Context: an optimization exercise on an open-source flow, tuned for small area, a short achievable clock period and few clock cycles. The choices shown serve that exercise and are no tape-out recipe. No activity file was given, so power comes from the tool's default toggle rates.

rev 12:
==> module css_descramble, before the edit <==
module css_descramble (
    input  wire        clk,
    input  wire        rst,          
    input  wire        in_valid,
    output wire        in_ready,
    input  wire [31:0] in_data,
    input  wire [39:0] in_key,       
    input  wire [7:0]  in_cmi,
    output wire        out_valid,
    input  wire        out_ready,
    output wire [31:0] out_data
);
    reg  [31:0] obuf;
    reg         ov;
    reg  [8:0]  wcnt;           
    reg         gate;           
    reg  [31:0] o1w;            
    reg  [31:0] ssum;           
    reg  [3:0]  cg, cp;         
    reg         carry;
    reg  [7:0]  o0c;            
    reg  [2:0]  o0f;            
    function [7:0] rev8(input [7:0] b);
        integer k;
        begin
            for (k = 0; k < 8; k = k + 1) rev8[k] = b[7-k];
        end
    endfunction
    function [7:0] t2(input [7:0] i);
        t2 = i ^ (i >> 3) ^ (i >> 6);
    endfunction
    function [7:0] t3(input [2:0] i);
        t3 = (i[0] ? 8'h24 : 8'h00) ^ (i[1] ? 8'h49 : 8'h00) ^ (i[2] ? 8'h92 : 8'h00);
    endfunction
    function [31:0] lfsr1_word(input [31:0] w);
        reg [8:0] lo;
        reg [7:0] hi, o;
        integer k;
        begin
            hi = {w[8], w[23:17]};
            lo = {w[16], w[31:24]};
            for (k = 0; k < 4; k = k + 1) begin
                o  = t2(hi) ^ t3(lo[2:0]);
                hi = lo[8:1];
                lo = {lo[0], o};
                lfsr1_word[8*k +: 8] = o;
            end
        end
    endfunction
    function [10:0] o0_of(input [23:0] x);
        reg [24:0] l;
        reg [7:0]  k;
        begin
            l = {x[23:3], 1'b1, x[2:0]};
            k = l[24:17] ^ l[21:14] ^ l[20:13] ^ {l[12:8], 3'd0};
            o0_of = {k ^ {5'd0, k[7:5]}, k[2:0] ^ l[7:5]};
        end
    endfunction
    wire take = in_valid && in_ready;
    wire [7:0] b0 = in_data[7:0], b1 = in_data[15:8];
    wire [31:0] o1n = o1w;
    wire [7:0]  a0  = rev8({o0c[7:3], o0f});
    wire [7:0]  a1  = rev8(o0c);
    wire [8:0]  sn0 = {1'b0, a0} + {1'b0, ~rev8(o1n[7:0])};
    wire [8:0]  sn1 = {1'b0, a1} + {1'b0, ~rev8(o1n[15:8])};
    wire [8:0]  sn2 = {1'b0, a1} + {1'b0, ~rev8(o1n[23:16])};
    wire [8:0]  sn3 = {1'b0, a1} + {1'b0, ~rev8(o1n[31:24])};
    wire        pn0 = &sn0[7:0];
    wire        pn1 = &sn1[7:0];
    wire        pn2 = &sn2[7:0];
    wire        pn3 = &sn3[7:0];
    wire [3:0]  cgn, cpn;
    assign cgn[0] = sn0[8];
    assign cpn[0] = pn0;
    assign cgn[1] = sn1[8] | (pn1 & sn0[8]);
    assign cpn[1] = pn1 & pn0;
    assign cgn[2] = sn2[8] | (pn2 & sn1[8]) | (pn2 & pn1 & sn0[8]);
    assign cpn[2] = pn2 & pn1 & pn0;
    assign cgn[3] = sn3[8] | (pn3 & sn2[8]) | (pn3 & pn2 & sn1[8]) | (pn3 & pn2 & pn1 & sn0[8]);
    assign cpn[3] = pn3 & pn2 & pn1 & pn0;
    wire [3:0] bc;              
    wire [31:0] ks;
    assign bc = {cg[2:0] | (cp[2:0] & {3{carry}}), carry};
    genvar j;
    generate
        for (j = 0; j < 4; j = j + 1) begin : g_ks
            assign ks[8*j +: 8] = ssum[8*j +: 8] + {7'd0, bc[j]};
        end
    endgenerate
    wire carry_next = cg[3] | (cp[3] & carry);
    wire [31:0] t1w;
    css_t1 u_t10 (.a(in_data[7:0]),   .t1(t1w[7:0]));
    css_t1 u_t11 (.a(in_data[15:8]),  .t1(t1w[15:8]));
    css_t1 u_t12 (.a(in_data[23:16]), .t1(t1w[23:16]));
    css_t1 u_t13 (.a(in_data[31:24]), .t1(t1w[31:24]));
    wire scr = gate && wcnt[8:5] != 4'd0;      
    always @(posedge clk) begin
        if (rst) begin
            ov   <= 1'b0;
            wcnt <= 9'd0;
        end else begin
            if (take) begin
                ov   <= 1'b1;
                wcnt <= wcnt + 9'd1;
            end else if (out_ready) begin
                ov   <= 1'b0;
            end
        end
        if (take) begin
            obuf <= scr ? (t1w ^ ks) : in_data;
            if (wcnt == 9'd5)
                gate <= b0[5:4] != 2'b00;
            if (wcnt == 9'd21) begin
                gate  <= gate && in_cmi[7] && in_key != 40'd0;
                o1w   <= {in_key[7:0] ^ b0, in_key[14:8] ^ b1[6:0], 1'b1, 7'd0, in_key[15] ^ b1[7], in_data[23:16]};
                o0c   <= in_data[31:24];
                carry <= 1'b0;
            end
            if (wcnt == 9'd22)
                {o0c, o0f} <= o0_of(in_key[39:16] ^ {b0, o0c, o1w[7:0]});
            if (wcnt >= 9'd30)
                o1w  <= lfsr1_word(o1w);
            if (wcnt >= 9'd31) begin
                ssum <= {sn3[7:0], sn2[7:0], sn1[7:0], sn0[7:0]};
                cg   <= cgn;
                cp   <= cpn;
            end
            if (wcnt == 9'd31)
                o0f <= o0c[2:0];
            if (wcnt[8:5] != 4'd0)
                carry <= carry_next;
        end
    end
    assign in_ready  = out_ready;
    assign out_valid = ov;
    assign out_data  = obuf;
endmodule
clock: 6.0 ns
lec_check: 0
abc_clock_period_in_ps: 2600
cap_margin: 20
core_margin: 2
core_utilization: 40
place_density: 0.6
setup_slack_margin: 3.4
slew_margin: 20
standard.sh (not shown) runs the stock make flow with config.mk's settings and CLKGATE_MAP_FILE= SYNTH_SCRIPT=/design/flow/synth_recipe.tcl, a recipe that flattens the netlist after the stock synthesis.
==> flow/flow/run.sh <==
#!/bin/bash
# Layout flow: the standard ORFS flow (standard.sh, unchanged synthesis), with two
# extra ORFS settings passed to make:
#  - the port buffers that buffer_ports inserts on every input and output are
#    sky130_fd_sc_hd__buf_1 instead of the cell it picks by default (clkdlybuf4s50_1);
#  - RECOVER_POWER: after global-route timing repair, cells on paths with slack to spare
#    are downsized.
# make's full output goes to flow_make.log here; each ORFS step keeps its own log under
# orfs/logs/.
set -euo pipefail
EXTRA=(
  "BUFFER_PORTS_ARGS=-buffer_cell sky130_fd_sc_hd__buf_1"
)
if [[ -f flow/extra.txt ]]; then
  while IFS= read -r line; do
    [[ -n "$line" ]] && EXTRA+=("$line")
  done < flow/extra.txt
fi
bash standard.sh "${EXTRA[@]}" finish > flow_make.log 2>&1
Modified inputs, rev 13 compared to rev 12
==> flow/design.v, changed modules only <==
module css_descramble (
    input  wire        clk,
    input  wire        rst,          
    input  wire        in_valid,
    output wire        in_ready,
    input  wire [31:0] in_data,
    input  wire [39:0] in_key,       
    input  wire [7:0]  in_cmi,
    output wire        out_valid,
    input  wire        out_ready,
    output wire [31:0] out_data
);
    reg  [31:0] obuf;
    reg         ov;
    reg  [8:0]  wcnt;           
    reg         gate;           
    reg  [31:0] o1w;            
    reg  [39:0] ssum;           
    reg         carry;
    reg  [7:0]  o0c;            
    reg  [2:0]  o0f;            
    function [7:0] rev8(input [7:0] b);
        integer k;
        begin
            for (k = 0; k < 8; k = k + 1) rev8[k] = b[7-k];
        end
    endfunction
    function [7:0] t2(input [7:0] i);
        t2 = i ^ (i >> 3) ^ (i >> 6);
    endfunction
    function [7:0] t3(input [2:0] i);
        t3 = (i[0] ? 8'h24 : 8'h00) ^ (i[1] ? 8'h49 : 8'h00) ^ (i[2] ? 8'h92 : 8'h00);
    endfunction
    function [31:0] lfsr1_word(input [31:0] w);
        reg [8:0] lo;
        reg [7:0] hi, o;
        integer k;
        begin
            hi = {w[8], w[23:17]};
            lo = {w[16], w[31:24]};
            for (k = 0; k < 4; k = k + 1) begin
                o  = t2(hi) ^ t3(lo[2:0]);
                hi = lo[8:1];
                lo = {lo[0], o};
                lfsr1_word[8*k +: 8] = o;
            end
        end
    endfunction
    function [10:0] o0_of(input [23:0] x);
        reg [24:0] l;
        reg [7:0]  k;
        begin
            l = {x[23:3], 1'b1, x[2:0]};
            k = l[24:17] ^ l[21:14] ^ l[20:13] ^ {l[12:8], 3'd0};
            o0_of = {k ^ {5'd0, k[7:5]}, k[2:0] ^ l[7:5]};
        end
    endfunction
    wire take = in_valid && in_ready;
    wire [7:0] b0 = in_data[7:0], b1 = in_data[15:8];
    wire [31:0] o1n = o1w;
    wire [7:0]  a0  = rev8({o0c[7:3], o0f});
    wire [7:0]  a1  = rev8(o0c);
    wire [8:0]  sn0 = {1'b0, a0} + {1'b0, ~rev8(o1n[7:0])};
    wire [8:0]  sn1 = {1'b0, a1} + {1'b0, ~rev8(o1n[15:8])};
    wire [8:0]  sn2 = {1'b0, a1} + {1'b0, ~rev8(o1n[23:16])};
    wire [8:0]  sn3 = {1'b0, a1} + {1'b0, ~rev8(o1n[31:24])};
    wire        pn0 = &sn0[7:0];
    wire        pn1 = &sn1[7:0];
    wire        pn2 = &sn2[7:0];
    wire        pn3 = &sn3[7:0];
    wire [3:0] bc;              
    wire [31:0] ks;
    assign bc[0] = carry;
    genvar j;
    generate
        for (j = 0; j < 4; j = j + 1) begin : g_ks
            wire [9:0] sj = ssum[10*j +: 10];
            if (j < 3)
                assign bc[j+1] = sj[8] | (sj[9] & bc[j]);
            assign ks[8*j +: 8] = sj[7:0] + {7'd0, bc[j]};
        end
    endgenerate
    wire carry_next = ssum[38] | (ssum[39] & bc[3]);
    wire [31:0] t1w;
    css_t1 u_t10 (.a(in_data[7:0]),   .t1(t1w[7:0]));
    css_t1 u_t11 (.a(in_data[15:8]),  .t1(t1w[15:8]));
    css_t1 u_t12 (.a(in_data[23:16]), .t1(t1w[23:16]));
    css_t1 u_t13 (.a(in_data[31:24]), .t1(t1w[31:24]));
    wire scr = gate && wcnt[8:5] != 4'd0;      
    always @(posedge clk) begin
        if (rst) begin
            ov   <= 1'b0;
            wcnt <= 9'd0;
        end else begin
            if (take) begin
                ov   <= 1'b1;
                wcnt <= wcnt + 9'd1;
            end else if (out_ready) begin
                ov   <= 1'b0;
            end
        end
        if (take) begin
            obuf <= scr ? (t1w ^ ks) : in_data;
            if (wcnt == 9'd5)
                gate <= b0[5:4] != 2'b00;
            if (wcnt == 9'd21) begin
                gate  <= gate && in_cmi[7] && in_key != 40'd0;
                o1w   <= {in_key[7:0] ^ b0, in_key[14:8] ^ b1[6:0], 1'b1, 7'd0, in_key[15] ^ b1[7], in_data[23:16]};
                o0c   <= in_data[31:24];
                carry <= 1'b0;
            end
            if (wcnt == 9'd22)
                {o0c, o0f} <= o0_of(in_key[39:16] ^ {b0, o0c, o1w[7:0]});
            if (wcnt >= 9'd30)
                o1w  <= lfsr1_word(o1w);
            if (wcnt >= 9'd31)
                ssum <= {pn3, sn3, pn2, sn2, pn1, sn1, pn0, sn0};
            if (wcnt == 9'd31)
                o0f <= o0c[2:0];
            if (wcnt[8:5] != 4'd0)
                carry <= carry_next;
        end
    end
    assign in_ready  = out_ready;
    assign out_valid = ov;
    assign out_data  = obuf;
endmodule
## What came out
- Comparing rev 12 and rev 13, the lower via count was measured on rev 13.
- Rev 13 ends up with a horizontal die dimension that is 1.2% lower than in rev 12.
- The lower arrival time reported for the critical path endpoint of rev 12 and rev 13 is in rev 13.
- Rev 13 ends up with a count of clock-buffer cells in the layout that is 7 lower than in rev 12.
- Compared with rev 12, rev 13 shows a worst setup slack after placement that is 230 ps lower.
- Via count of the first global-routing pass is higher on rev 12
- Comparing adder and majority gate portion of the synthesized area for rev 12 and rev 13, the smaller number came from rev 12.
- Rev 13 completed end to end with timing, DRC and antenna clean.
- Rev 12 completed end to end with timing, DRC and antenna clean.
- [compare] base=rev 12 new=rev 13: post-cts repair resize count fell 21, final standard cell utilization of the core decreased 1.4 points.
- Relative contribution of combinational cells to total power on rev 13 is down relative to rev 12.
- Clock period minus worst slack delta for rev 13 relative to rev 12: 9.8 ps higher
Function was not checked in any run of this note: the RTL went through the layout flow alone.

## re-timing with driven ports
The flow's constraints put no driver on any port. The routed layouts listed below were extracted and timed again, unchanged, in two steps.
Step 1: set_driving_cell puts a clkbuf_16 on clk and a buf_2 on each other input, an assumption about the parent block.
Step 2 adds t to the input delays and takes it off the output delays; t is the mean of the earliest and latest rising clock arrival at the registers after step 1. Input paths then give back, and output paths get back, about the clock's delay inside the block.
Slacks: ideal ports / drivers / drivers and shift; pairs: ideal ports / drivers.
run	t, ns	setup slack, ns	worst hold slack (ns)
rev 12	0.469	3.299 / 3.299 / 3.024	0.477 / 0.477 / 0.477
rev 13	0.468	3.289 / 3.289 / 2.991	0.471 / 0.471 / 0.471
After both steps every run listed still meets setup and hold. The setup slack of rev 13, which loses most, moves by 0.000 ns with the drivers and by -0.298 ns with both steps.
